What follows belongs to an exercise in optimizing a design on an open flow for a short achievable clock period and few clock cycles; a production flow would make more cautious choices. Function was checked by simulation only, so behaviour that the tests miss may differ from the original. Power is estimated from default activity; no workload was simulated.

==> design/flow/design.v <==
module fbm (
    input  wire        clk,
    input  wire        rst,         
    input  wire        cmd_valid,
    output wire        cmd_ready,
    input  wire [63:0] cmd_word,
    output reg         st_fault,
    output reg         st_more,
    output reg  [3:0]  st_cause,
    output reg  [63:0] fcmd,
    output reg         tx_valid,
    output reg         tx_win,
    output reg  [31:0] tx_window,   
    output reg  [15:0] tx_data
);
    localparam [7:0] OP_CLEAR     = 8'h10,
                     OP_SETPIX    = 8'h11,
                     OP_CLRPIX    = 8'h12,
                     OP_SETBLKCOL = 8'h13,
                     OP_PUTPIX    = 8'h20,
                     OP_PUTLINE   = 8'h21,
                     OP_CLRBLK    = 8'h25,
                     OP_SCROLLV   = 8'h30,
                     OP_SELFLUSH  = 8'h40,
                     OP_FULLFLUSH = 8'h41;
    localparam [2:0] S_IDLE  = 3'd0,
                     S_LSET  = 3'd1,    
                     S_LDRAW = 3'd2,    
                     S_WPREP = 3'd3,    
                     S_SEND  = 3'd4,    
                     S_FWIN  = 3'd5,    
                     S_FLOAD = 3'd6,    
                     S_FEMIT = 3'd7;    
    function [15:0] pal;
        input [2:0] c;
        case (c)
            3'd0: pal = 16'h0000;
            3'd1: pal = 16'h001F;
            3'd2: pal = 16'hF800;
            3'd3: pal = 16'hF81F;
            3'd4: pal = 16'h07E0;
            3'd5: pal = 16'h07FF;
            3'd6: pal = 16'hFFE0;
            default: pal = 16'hFFFF;
        endcase
    endfunction
    reg         ready_q;
    reg  [2:0]  state;
    reg  [1023:0] bm;               
    reg  [5:0]    acol [0:15];      
    reg  [15:0]   dirty;
    reg  [15:0]   blink;            
    assign cmd_ready = ready_q;
    wire       acc = cmd_valid & ready_q;
    wire [7:0] w_op = cmd_word[63:56];
    wire [11:0] w_a = cmd_word[11:0];
    wire [11:0] w_b = cmd_word[23:12];
    wire [11:0] w_c = cmd_word[35:24];
    wire [11:0] w_d = cmd_word[47:36];
    wire z_a  = ~|w_a;
    wire z_b  = ~|w_b;
    wire z_cd = ~|cmd_word[47:24];
    wire z_f  = ~|cmd_word[55:48];
    wire z_fm = ~(cmd_word[55] | cmd_word[51]);
    wire is_clear  = w_op == OP_CLEAR;
    wire is_setpix = w_op == OP_SETPIX;
    wire is_clrpix = w_op == OP_CLRPIX;
    wire is_setblk = w_op == OP_SETBLKCOL;
    wire is_putpix = w_op == OP_PUTPIX;
    wire is_line   = w_op == OP_PUTLINE;
    wire is_clrblk = w_op == OP_CLRBLK;
    wire is_scroll = w_op == OP_SCROLLV;
    wire is_self   = w_op == OP_SELFLUSH;
    wire is_full   = w_op == OP_FULLFLUSH;
    wire legal = (is_clear & z_fm & z_cd & z_b & z_a)
               | ((is_setpix | is_clrpix | is_clrblk | is_scroll) & z_f & z_cd)
               | ((is_setblk | is_putpix) & z_fm & z_cd)
               | (is_line & z_f)
               | (is_self & z_f & z_cd & z_b)
               | (is_full & z_f & z_cd & z_b & z_a);
    wire w_pix_ok = ~|w_a[11:5] & ~|w_b[11:5];
    wire w_blk_ok = ~|w_a[11:2] & ~|w_b[11:2];
    wire w_end_ok = ~|w_c[11:5] & ~|w_d[11:5];
    wire w_zone_ok = ~|w_a[11:3] & ~|w_b[11:3] & (w_b[2:0] <= 3'd4) & (w_a[2:0] < w_b[2:0]);
    wire bad_zone  = is_scroll & ~w_zone_ok;
    wire live      = acc & ~st_fault;
    wire fault_now = live & (~legal | bad_zone);
    wire go        = live & legal & ~bad_zone;
    wire multi = (is_line & w_pix_ok & w_end_ok) | (is_self & ~z_a & any_dirty_n) | is_full;
    reg         e_go;               
    reg         r_clear, r_clrblk, r_scroll, r_colp, r_colb;
    reg  [2:0]  r_mv;
    reg  [3:0]  r_zr, r_arow;
    reg  [63:0] cw;                 
    reg         fault_q;            
    reg         cause_q;            
    wire        e_clear  = e_go & r_clear;
    wire        e_clrblk = e_go & r_clrblk;
    wire        e_scroll = e_go & r_scroll;
    wire        e_colp   = e_go & r_colp;
    wire        e_colb   = e_go & r_colb;
    reg  [5:0]  e_pi;               
    reg  [15:0] pb_oh;              
    reg  [15:0] bb_oh;              
    wire [2:0]  mv   = r_mv & {3{e_go}};      
    wire [3:0]  zr   = r_zr & {4{e_go}};      
    wire [3:0]  arow = r_arow & {4{e_go}};    
    reg  [11:0] e_a;
    reg  [4:0]  e_adx, e_ady;       
    reg         e_sx, e_sy;         
    reg         e_pt;               
    reg         e_small;            
    reg  [31:0] row_oh, col_oh;
    reg         pw, pval;
    reg         pw2;                
    reg         lsx, lsy;
    reg         lxmaj;
    reg  signed [7:0] lf;
    reg         lm1, lm2;
    reg  [4:0]  lcnt;               
    reg  signed [9:0] lk [0:2];     
    reg  signed [9:0] lu [0:2];     
    reg  signed [9:0] lv [0:2];     
    reg  signed [9:0] lw [0:2];     
    reg  [15:0] blk_q;              
    reg  [11:0] rem;                
    reg  [5:0]  pidx;               
    reg  [9:0]  fp;                 
    reg  [63:0] bb;                 
    reg  [15:0] inkpal, paperpal;
    wire [5:0] w_ddx = {1'b0, w_c[4:0]} - {1'b0, w_a[4:0]};
    wire [5:0] w_ddy = {1'b0, w_d[4:0]} - {1'b0, w_b[4:0]};
    wire [2:0] zt = w_a[2:0];
    wire [2:0] zb = w_b[2:0];
    integer k;
    always @(posedge clk) begin
        e_pi <= {cmd_word[54:52], cmd_word[50:48]};
        e_a  <= w_a;
        e_adx   <= w_ddx[5] ? -w_ddx[4:0] : w_ddx[4:0];
        e_ady   <= w_ddy[5] ? -w_ddy[4:0] : w_ddy[4:0];
        e_sx    <= w_c[4:0] > w_a[4:0];
        e_sy    <= w_d[4:0] > w_b[4:0];
        e_pt    <= (w_c[4:0] == w_a[4:0]) & (w_d[4:0] == w_b[4:0]);
        e_small <= (w_ddx == 6'd0 || w_ddx == 6'd1 || w_ddx == 6'h3F) &&
                   (w_ddy == 6'd0 || w_ddy == 6'd1 || w_ddy == 6'h3F);
        for (k = 0; k < 16; k = k + 1) begin
            pb_oh[k] <= ({w_b[4:3], w_a[4:3]} == k);
            bb_oh[k] <= ({w_b[1:0], w_a[1:0]} == k);
        end
        cw       <= cmd_word;
        cause_q  <= legal;
        r_clear  <= is_clear;
        r_clrblk <= is_clrblk & w_blk_ok;
        r_scroll <= is_scroll;
        r_colp   <= is_putpix & w_pix_ok;
        r_colb   <= is_setblk & w_blk_ok;
        for (k = 0; k < 4; k = k + 1) begin
            if (k < 3) r_mv[k] <= is_scroll & (k >= zt) & (k + 1 < zb);
            r_zr[k]   <= is_scroll & (k + 1 == zb);
            r_arow[k] <= is_scroll & (k >= zt) & (k < zb);
        end
        if (rst) begin
            e_go    <= 1'b0;
            fault_q <= 1'b0;
        end else begin
            e_go    <= go;
            fault_q <= fault_now;
        end
    end
    reg [15:0] dirty_n;
    reg [15:0] first_oh;
    always @* begin
        for (k = 0; k < 16; k = k + 1)
            first_oh[k] = dirty_n[k] & ~|(dirty_n & ((16'd1 << k) - 16'd1));
    end
    wire [1:0] first_bx = {|(first_oh & 16'hCCCC), |(first_oh & 16'hAAAA)};
    wire [1:0] first_by = {|(first_oh & 16'hFF00), |(first_oh & 16'hF0F0)};
    wire [31:0] first_win = {3'b000, first_bx, 3'b000, 3'b000, first_bx, 3'b111,
                             3'b000, first_by, 3'b000, 3'b000, first_by, 3'b111};
    wire       any_dirty   = |dirty;
    wire       any_dirty_n = |dirty_n;
    wire       xmaj = e_adx >= e_ady;
    wire [4:0] lM   = xmaj ? e_adx : e_ady;
    wire [4:0] lN   = xmaj ? e_ady : e_adx;
    wire signed [9:0] sM = {5'd0, lM};
    wire signed [9:0] sN = {5'd0, lN};
    wire signed [9:0] f0 = sM - sN;
    wire [1:0] lc = {1'b0, lm1} + {1'b0, lm2};
    wire signed [9:0] lf2 = {{1{lf[7]}}, lf, 1'b0};
    wire nm1 = lf2 <= lu[lc];
    wire nm2 = nm1 ? (lf2 <= lv[lc]) : (lf2 <= lw[lc]);
    wire signed [9:0] lf_n = {{2{lf[7]}}, lf} + lk[lc];
    wire [1:0] cs1 = lxmaj ? 2'd1 : {1'b0, lm1};
    wire [1:0] rs1 = lxmaj ? {1'b0, lm1} : 2'd1;
    wire [1:0] cs2 = lxmaj ? 2'd2 : lc;
    wire [1:0] rs2 = lxmaj ? lc : 2'd2;
    wire [31:0] col_s1 = lsx ? {col_oh[30:0], 1'b0} : {1'b0, col_oh[31:1]};
    wire [31:0] col_s2 = lsx ? {col_oh[29:0], 2'b0} : {2'b0, col_oh[31:2]};
    wire [31:0] row_s1 = lsy ? {row_oh[30:0], 1'b0} : {1'b0, row_oh[31:1]};
    wire [31:0] row_s2 = lsy ? {row_oh[29:0], 2'b0} : {2'b0, row_oh[31:2]};
    wire [31:0] col2 = cs1[0] ? col_s1 : col_oh;
    wire [31:0] row2 = rs1[0] ? row_s1 : row_oh;
    reg [63:0] blkdata;
    reg [5:0]  attr_sel;
    always @* begin
        blkdata  = 64'd0;
        attr_sel = 6'd0;
        for (k = 0; k < 16; k = k + 1) begin
            blkdata = blkdata | ({64{blk_q[k]}} & {
                bm[(k/4)*256 + 7*32 + (k%4)*8 +: 8],
                bm[(k/4)*256 + 6*32 + (k%4)*8 +: 8],
                bm[(k/4)*256 + 5*32 + (k%4)*8 +: 8],
                bm[(k/4)*256 + 4*32 + (k%4)*8 +: 8],
                bm[(k/4)*256 + 3*32 + (k%4)*8 +: 8],
                bm[(k/4)*256 + 2*32 + (k%4)*8 +: 8],
                bm[(k/4)*256 + 1*32 + (k%4)*8 +: 8],
                bm[(k/4)*256 + 0*32 + (k%4)*8 +: 8]});
            attr_sel = attr_sel | ({6{blk_q[k]}} & acol[k]);
        end
    end
    wire [15:0] sel_ink   = pal(attr_sel[2:0]);
    wire [15:0] sel_paper = pal(attr_sel[5:3]);
    wire        bb_bit    = bb[pidx];
    wire [15:0] bb_col    = bb_bit ? inkpal : paperpal;
    wire [9:0] fp_n = fp + 10'd1;
    reg dirty_clr_blk, dirty_clr_all;
    always @(posedge clk) begin
        tx_win    <= ready_q | (state == S_WPREP) | (state == S_FWIN);
        tx_window <= (state == S_FWIN) ? {8'd0, 8'd31, 8'd0, 8'd31} : first_win;
        tx_data   <= (state == S_SEND && pidx == 6'd0) ? (blkdata[0] ? sel_ink : sel_paper)
                                                        : bb_col;
    end
    always @(posedge clk) begin
        dirty_clr_blk <= 1'b0;
        if (rst) begin
            ready_q   <= 1'b1;
            state     <= S_IDLE;
            st_fault  <= 1'b0;
            st_more   <= 1'b0;
            st_cause  <= 4'd0;
            fcmd      <= 64'd0;
            tx_valid  <= 1'b0;
            pw        <= 1'b0;
            dirty_clr_all <= 1'b0;
        end else begin
            tx_valid <= 1'b0;
            dirty_clr_all <= 1'b0;
            if (fault_q) begin
                st_fault <= 1'b1;
                st_cause <= cause_q ? 4'd2 : 4'd1;
                fcmd     <= cw;
            end
            if (ready_q) begin
                ready_q <= ~(acc & (multi | ~st_fault & (~legal | bad_zone)));
                pw      <= go & (is_setpix | is_clrpix | is_putpix) & w_pix_ok;
                pw2     <= 1'b0;
                pval    <= ~is_clrpix;
                for (k = 0; k < 32; k = k + 1) begin
                    row_oh[k] <= (w_b[4:0] == k);
                    col_oh[k] <= (w_a[4:0] == k);
                end
                blk_q     <= first_oh;
                rem       <= w_a - 12'd1;
                pidx      <= 6'd0;
                if (go & is_self & ~z_a & any_dirty_n) begin
                    tx_valid      <= 1'b1;
                    dirty_clr_blk <= 1'b1;
                end
                if (go & is_self & (z_a | ~any_dirty_n)) st_more <= z_a;
                if (go & is_line & w_pix_ok & w_end_ok)       state <= S_LSET;
                else if (go & is_self & ~z_a & any_dirty_n)  state <= S_SEND;
                else if (go & is_full)                       state <= S_FWIN;
                else                                         state <= S_IDLE;
            end else begin
                case (state)
                    S_LSET: begin
                        lsx   <= e_sx;
                        lsy   <= e_sy;
                        lxmaj <= xmaj;
                        lf    <= f0[7:0];
                        lm1   <= (f0 <<< 1) <= sM;
                        lm2   <= ((f0 <<< 1) <= sM) ? ((f0 <<< 1) <= (sN <<< 1) - sM)
                                                    : ((f0 <<< 1) <= sM + (sN <<< 1));
                        lcnt  <= lM;
                        for (k = 0; k < 3; k = k + 1) begin
                            lk[k] <= -(sN <<< 1) + sM * k;
                            lu[k] <= sM + (sN <<< 2) - ((sM * k) <<< 1);
                            lv[k] <= (sN <<< 2) + (sN <<< 1) - sM - ((sM * k) <<< 1);
                            lw[k] <= sM + (sN <<< 2) + (sN <<< 1) - ((sM * k) <<< 1);
                        end
                        pw   <= 1'b1;
                        pw2  <= ~e_pt;
                        pval <= 1'b1;
                        ready_q <= e_small;
                        state   <= S_LDRAW;
                    end
                    S_LDRAW: begin
                        col_oh <= cs2 == 2'd0 ? col_oh : cs2 == 2'd1 ? col_s1 : col_s2;
                        row_oh <= rs2 == 2'd0 ? row_oh : rs2 == 2'd1 ? row_s1 : row_s2;
                        lf     <= lf_n[7:0];
                        lm1    <= nm1;
                        lm2    <= nm2;
                        lcnt   <= lcnt - 5'd2;
                        pw2    <= lcnt >= 5'd3;
                        ready_q <= lcnt <= 5'd3;
                        pw      <= 1'b1;
                    end
                    S_WPREP: begin
                        if (any_dirty) begin
                            tx_valid  <= 1'b1;
                            blk_q     <= first_oh;
                            dirty_clr_blk <= 1'b1;
                            rem       <= rem - 12'd1;
                            pidx      <= 6'd0;
                            state     <= S_SEND;
                        end else begin
                            st_more <= 1'b0;
                            ready_q <= 1'b1;
                            state   <= S_IDLE;
                        end
                    end
                    S_SEND: begin
                        tx_valid <= 1'b1;
                        pidx     <= pidx + 6'd1;
                        if (pidx == 6'd0) begin
                            bb       <= blkdata;
                            inkpal   <= sel_ink;
                            paperpal <= sel_paper;
                        end
                        if (pidx == 6'd63) begin
                            if (rem == 12'd0) begin
                                st_more <= 1'b1;
                                ready_q <= 1'b1;
                                state   <= S_IDLE;
                            end else if (!any_dirty) begin
                                st_more <= 1'b0;
                                ready_q <= 1'b1;
                                state   <= S_IDLE;
                            end else begin
                                state   <= S_WPREP;
                            end
                        end
                    end
                    S_FWIN: begin
                        tx_valid  <= 1'b1;
                        blk_q     <= 16'd1;
                        fp        <= 10'd0;
                        pidx      <= 6'd0;
                        state     <= S_FLOAD;
                    end
                    S_FLOAD: begin
                        bb       <= blkdata;
                        inkpal   <= sel_ink;
                        paperpal <= sel_paper;
                        state    <= S_FEMIT;
                    end
                    S_FEMIT: begin
                        tx_valid <= 1'b1;
                        fp       <= fp_n;
                        pidx     <= {fp_n[7:5], fp_n[2:0]};
                        if (fp == 10'd1023) begin
                            dirty_clr_all <= 1'b1;
                            ready_q <= 1'b1;
                            state   <= S_IDLE;
                        end else if (fp[2:0] == 3'd7) begin
                            for (k = 0; k < 16; k = k + 1)
                                blk_q[k] <= ({fp_n[9:8], fp_n[4:3]} == k);
                            state <= S_FLOAD;
                        end
                    end
                    default: begin
                        ready_q <= 1'b1;
                        state   <= S_IDLE;
                    end
                endcase
            end
        end
    end
    wire [31:0] rowe  = row_oh & {32{pw}};
    wire [31:0] rowe2 = row2 & {32{pw2}};
    wire [15:0] zero_blk;
    genvar gi;
    generate
        for (gi = 0; gi < 16; gi = gi + 1) begin : g_zb
            assign zero_blk[gi] = e_clear | (e_clrblk & bb_oh[gi]) | zr[gi/4];
        end
        for (gi = 0; gi < 1024; gi = gi + 1) begin : g_bm
            localparam integer Y  = gi / 32;
            localparam integer X  = gi % 32;
            localparam integer BY = Y / 8;
            localparam integer BL = BY * 4 + X / 8;
            wire below;
            wire mvr;
            if (BY < 3) begin : g_mv
                assign below = bm[gi + 256];
                assign mvr   = mv[BY];
            end else begin : g_nomv
                assign below = 1'b0;
                assign mvr   = 1'b0;
            end
            always @(posedge clk) begin
                if (zero_blk[BL])
                    bm[gi] <= 1'b0;
                else if (mvr)
                    bm[gi] <= below;
                else if ((rowe[Y] & col_oh[X]) | (rowe2[Y] & col2[X]))
                    bm[gi] <= pval;
            end
        end
    endgenerate
    wire [3:0] pw_by = {|row_oh[31:24], |row_oh[23:16], |row_oh[15:8], |row_oh[7:0]};
    wire [3:0] pw_bx = {|col_oh[31:24], |col_oh[23:16], |col_oh[15:8], |col_oh[7:0]};
    wire [3:0] p2_by = {|row2[31:24], |row2[23:16], |row2[15:8], |row2[7:0]};
    wire [3:0] p2_bx = {|col2[31:24], |col2[23:16], |col2[15:8], |col2[7:0]};
    always @* begin
        for (k = 0; k < 16; k = k + 1) begin
            dirty_n[k] = dirty[k];
            if (e_clear) begin
                dirty_n[k] = 1'b1;
            end else if (e_scroll) begin
                if (arow[k/4]) dirty_n[k] = 1'b1;
            end else begin
                if ((e_colp & pb_oh[k]) | (e_colb & bb_oh[k]) | (e_clrblk & bb_oh[k])
                    | (pw & pw_by[k/4] & pw_bx[k%4]) | (pw2 & p2_by[k/4] & p2_bx[k%4]))
                    dirty_n[k] = 1'b1;
                else if ((dirty_clr_blk & blk_q[k]) | dirty_clr_all)
                    dirty_n[k] = 1'b0;
            end
        end
    end
    always @(posedge clk) begin
        dirty <= dirty_n;
        for (k = 0; k < 16; k = k + 1) begin
            if (e_clear) begin
                acol[k]  <= e_pi;
                blink[k] <= 1'b0;
            end else if (e_scroll) begin
                if (arow[k/4] && k < 12) begin
                    acol[k]  <= acol[k + 4];
                    blink[k] <= blink[k + 4];
                end
            end else begin
                if ((e_colp & pb_oh[k]) | (e_colb & bb_oh[k]))
                    acol[k] <= e_pi;
            end
        end
    end
endmodule
==> design/flow/run.sh <==
#!/bin/bash
# synth_recipe.tcl (not shown) runs the flow's synth.tcl, then flattens the netlist and writes it again
# the make line also repeats each setting of config.mk as NAME=value (left out here)
make -C /OpenROAD-flow-scripts/flow DESIGN_CONFIG=/design/flow/config.mk WORK_HOME=/design/flow/orfs CLKGATE_MAP_FILE= SYNTH_SCRIPT=/design/flow/synth_recipe.tcl finish
==> design/flow/config.mk <==
export PLATFORM = sky130hd
export DESIGN_NAME = fbm
export DESIGN_NICKNAME = fbm
export VERILOG_FILES = /design/flow/design.v
export SDC_FILE = /design/flow/constraint.sdc
export NUM_CORES = 4
export LEC_CHECK = 0
export ABC_CLOCK_PERIOD_IN_PS = 2500
export CAP_MARGIN = 40
export CORE_MARGIN = 2
export CORE_UTILIZATION = 25
export PLACE_DENSITY = 0.45
export SETUP_SLACK_MARGIN = 5
export SLEW_MARGIN = 50
export TNS_END_PERCENT = 100
==> design/flow/constraint.sdc <==
create_clock -name core_clock -period 8.0 [get_ports {clk}]
set_input_delay 1.6000 -clock core_clock [delete_from_list [all_inputs] [get_ports {clk}]]
set_output_delay 1.6000 -clock core_clock [all_outputs]
set_load 0.01 [all_outputs]
==> run_results.csv <==
group,metric,value,unit
cts,cts_root_buf,"clkbuf_16",
timing,holdWs,408.4,ps
setup_path,worstSetupStartpointType,"flip-flop",
cts,clk_pin_slew,60,ps
yosys,synth_compound_area_share,29.45,%
floorplan,fp.dieH,598.4,um
yosys,synth_edf_count,387,
finish,final_nets,9878,
global_route,grt-ovfl-total,0,
floorplan,start_util,25.08,%
timing,tightest_slew,836.6,ps
yosys,ys_types,102,
floorplan,std_cell_rows,218,
place,dp.cells,13730,
setup_path,cp_max_fo,5,
setup_path,path_class,"reg -> reg",
finish,area_growth,25.54,%
global_route,grt_pass1_vias,86500,
timing,drv_slew,0,
timing,timing.fmax,0.1976,GHz
power,p_int,27980,uW
finish,post-route-util,31.49,%
cts,clockBufferDepth,4,
status,status,"finished clean",
timing,setup_tns,0,ps
power,p_comb_share,53.3,%
yosys,synth_cells,9689,
global_route,grt_pass1_wl,685900,um
hold_path,worstHoldPathType,"reg -> reg",
yosys,synthMuxAreaShare,5.248,%
cts,cts_tree,"yes",
floorplan,die_area,358100,um2
timing,grt_setup_unrepaired,"true",
timing,final_hold_viol_count,0,
cts,numCtsBuffers,204,
yosys,ys_warn_count,10,
yosys,synth_fa_ha_area_share,2.462,%
yosys,synthSimpleGateAreaFrac,14.18,%
floorplan,design.portCount,188,
timing,period_share,63.25,%
route,route.detailed.drc,0,
power,p_seq_share,25.0,%
route,wl_per_cell,34.53,um
yosys,synth-main-ff-cell,"dfxtp_1",
finish,layout_commonest_cell,"nor2_1",
cts,clk_latency,930,ps
yosys,ys_async_sr_fraction,0,%
power,max-vdd-ir-drop,1805,uV
yosys,syn_area_per_cell,9.116,um2
timing,slew_headroom,44.23,%
route,wl,502800,um
place,dp_hpwl,257600,um
global_route,grt_start_max_net_pins,137,
finish,final_cell_mix,"nor2_1 (1415), dfxtp_1 (1181), nand2_1 (920), a221o_1 (771), a311oi_1 (769)",
global_route,grt_usage,26.46,%
route,ant_nets,0,
yosys,synth_top_family_by_area,"compound AO/OA/AOI/OAI gates",
setup_path,crit_required,8640,ps
power,power.switching,15980,uW
job,maxCapViolCount,0,
yosys,syn_area,88330,um2
yosys,synth_xor_area_share,1.147,%
route,via_count,91820,
timing,fin_crit,5060,ps
finish,drive_gt1_share,19.01,%
route,drt_first_pass_iters,6,
yosys,synth-seq-cells,1644,
cts,htree_levels,4,
power,power_frac_clock,21.7,%
place,gp_congestion,0.8846,
finish,final-instance-count-excl-fill,14560,
power,p_per_area,396.5,nW/um2
yosys,netlist.top_cell.by_area,"dfxtp_1",
timing,setup_violations,0,
timing,skew,74.29,ps
place,io_buffers,161,
floorplan,dieWidth,598.4,um
setup_path,worstPathArrival,5700,ps
route,drt_iter0_drc,12750,
global_route,antenna_found_initial,34,
yosys,yosysTopAreaCellShare,28.49,%
setup_path,end_kind,"flip-flop",
power,p_sw_share,36.35,%
floorplan,coreArea,352100,um2
yosys,ys_seq_area_share,41.65,%
route,vias_per_cell,6.306,
cts,clkSinkCount,1644,
power,p_leak,0.04044,uW
yosys,synth_area_leaders,"dfxtp_1 (28%), edfxtp_1 (13%), a221o_1 (8.7%), a311oi_1 (7.6%), nor2_1 (6.2%)",
## stage by stage
stage          area (um2)  setup WS [ps]  total power [uW]
6_report           110900           2940             43960
5_1_grt            110800           2793             46120
4_1_cts            108800           3053             41070
3_5_place_dp        96520           1681             24940
3_3_place_gp        95070           1793             24840
2_1_floorplan       89250           2802             21460
## worst max-delay path, cell delays in order (launching register included)
cell       delay [ps]
dfxtp_4           360
inv_4              40
ha_4              230
nand2b_4          140
a21o_1            190
a2111oi_4         340
buf_6             170
o21ai_4            50
a21boi_4          160
inv_2              90
ha_4              150
inv_4              40
fa_2              600
inv_4              50
ha_4              290
nand4_1           180
o211ai_4          170
o22ai_4           120
buf_4             150
buf_6             110
buf_6             100
buf_6             100
buf_6             100
buf_6             100
buf_6             100
buf_6             120
or3_4             350
a31o_1            210
## layer usage
| layer | global-route usage [%] | part of all wire, % | vias to the layer above |
|---|---|---|---|
| li1 | - | - | 37410 |
| met1 | 34.01 | 39 | 46140 |
| met2 | 39.40 | 42 | 6492 |
| met3 | 7.216 | 12 | 1749 |
| met4 | 15.76 | 7.2 | 34 |
| met5 | 0.2540 | 0.070 | - |
## state kept, by name, indices dropped and copies added, names as in the netlist, 10 cells and up
register  flops
bb_oh        16
acol         96
lv           23
fp           10
lw           26
row_oh       32
blk_q        16
bm         1024
lk           20
rem          12
fcmd         64
lu           24
dirty        16
pb_oh        16
col_oh       32
cw           59
bb           64
## power groups by stage
stage | Sequential [uW] | Clock (uW) | Combinational (uW)
after floorplan | 10900 | 0 | 10600
after global placement | 11100 | 0 | 13700
final | 11000 | 9560 | 23400
after global routing | 11100 | 9940 | 25100
after CTS | 11000 | 9640 | 20500
after detailed placement | 11100 | 0 | 13800
## layout make-up
type | instances | area (um2)
inverter | 113 | 520.5
fill | 35800 | 241300
tap | 4730 | 5918
timing repair buffer | 927 | 10260
antenna | 17 | 42.54
sequential | 1644 | 36910
multi-input combinational | 6760 | 50550
clock buffer | 311 | 6043
clock inverter | 60 | 638.1
## synth_stat cells, drive strengths merged, types with 26 or more instances
cell type and count:
nor3 192, xor2 40, nor2b 30, mux2i 399
a21oi 155, and2 54, ha 145, nand4 86
nand2 930, nand3 53, edfxtp 387, buf 167
clkbuf 1033, nand2b 36, nor2 1448, xnor2 74
a221oi 278, a22o 272, mux4 26, o22ai 65
a22oi 326, a221o 771, a311oi 771, a211oi 34
o21ai 62, dfxtp 1257, a21o 122, nor4 47
inv 113
## kinds of logic (layout without fill, tap and decap cells)
group                      after synthesis  count (layout)
AOI/OAI and AO/OA                     3041            3042
and+or+nand+nor                       2980            2983
DFF                                   1644            1644
buffers and inverters                 1313            1411
muxes                                  430             430
adders and majority gates              165             165
xor gates and xnor gates               114             114
other                                    2              43
## repair_timing
action,4_1_cts,5_1_grt
hold buffers,0,0
pin swaps,171,126
gates resized for setup,1184,223
cloned,23,10
setup buffers,314,97
setup endpoints to repair,1281,457
## path summary, 6_finish.rpt
kind                               start  endpoint  slack (ps)  cells after the start
worst max-delay path            e_adx[0]  lw[2][8]        2940                     27
worst min-delay path                e_sy       lsy         410                      0
worst max register to register  e_adx[0]  lw[2][8]        2940                     27
worst min register to register      e_sy       lsy         410                      0
Testbench counts, summed over its fixed seeds: cycles 141,786.

[re-timing with driven ports]
The flow's constraints put no driver on any port. The routed layout listed below was extracted and timed again, unchanged, in two steps.
Step 1 (the two cells are an assumption about what drives the block):
set clk [get_ports {clk}]
set_driving_cell -lib_cell sky130_fd_sc_hd__clkbuf_16 $clk
set_driving_cell -lib_cell sky130_fd_sc_hd__buf_2 [delete_from_list [all_inputs] $clk]
Step 2 also shifts input and output timing later by t, the mid clock arrival at the registers, as if the neighbouring blocks saw the same clock.
a / b / c = ideal / step 1 / step 2; a / b = the first two.
t, ns: 1.004
setup WS [ns]: 2.940 / 2.940 / 2.940
hold slack, ns: 0.408 / 0.408 / 0.408
After both steps setup and hold are still met in this run. The setup slack of this run moves by 0.000 ns with the drivers and by 0.000 ns with both steps.
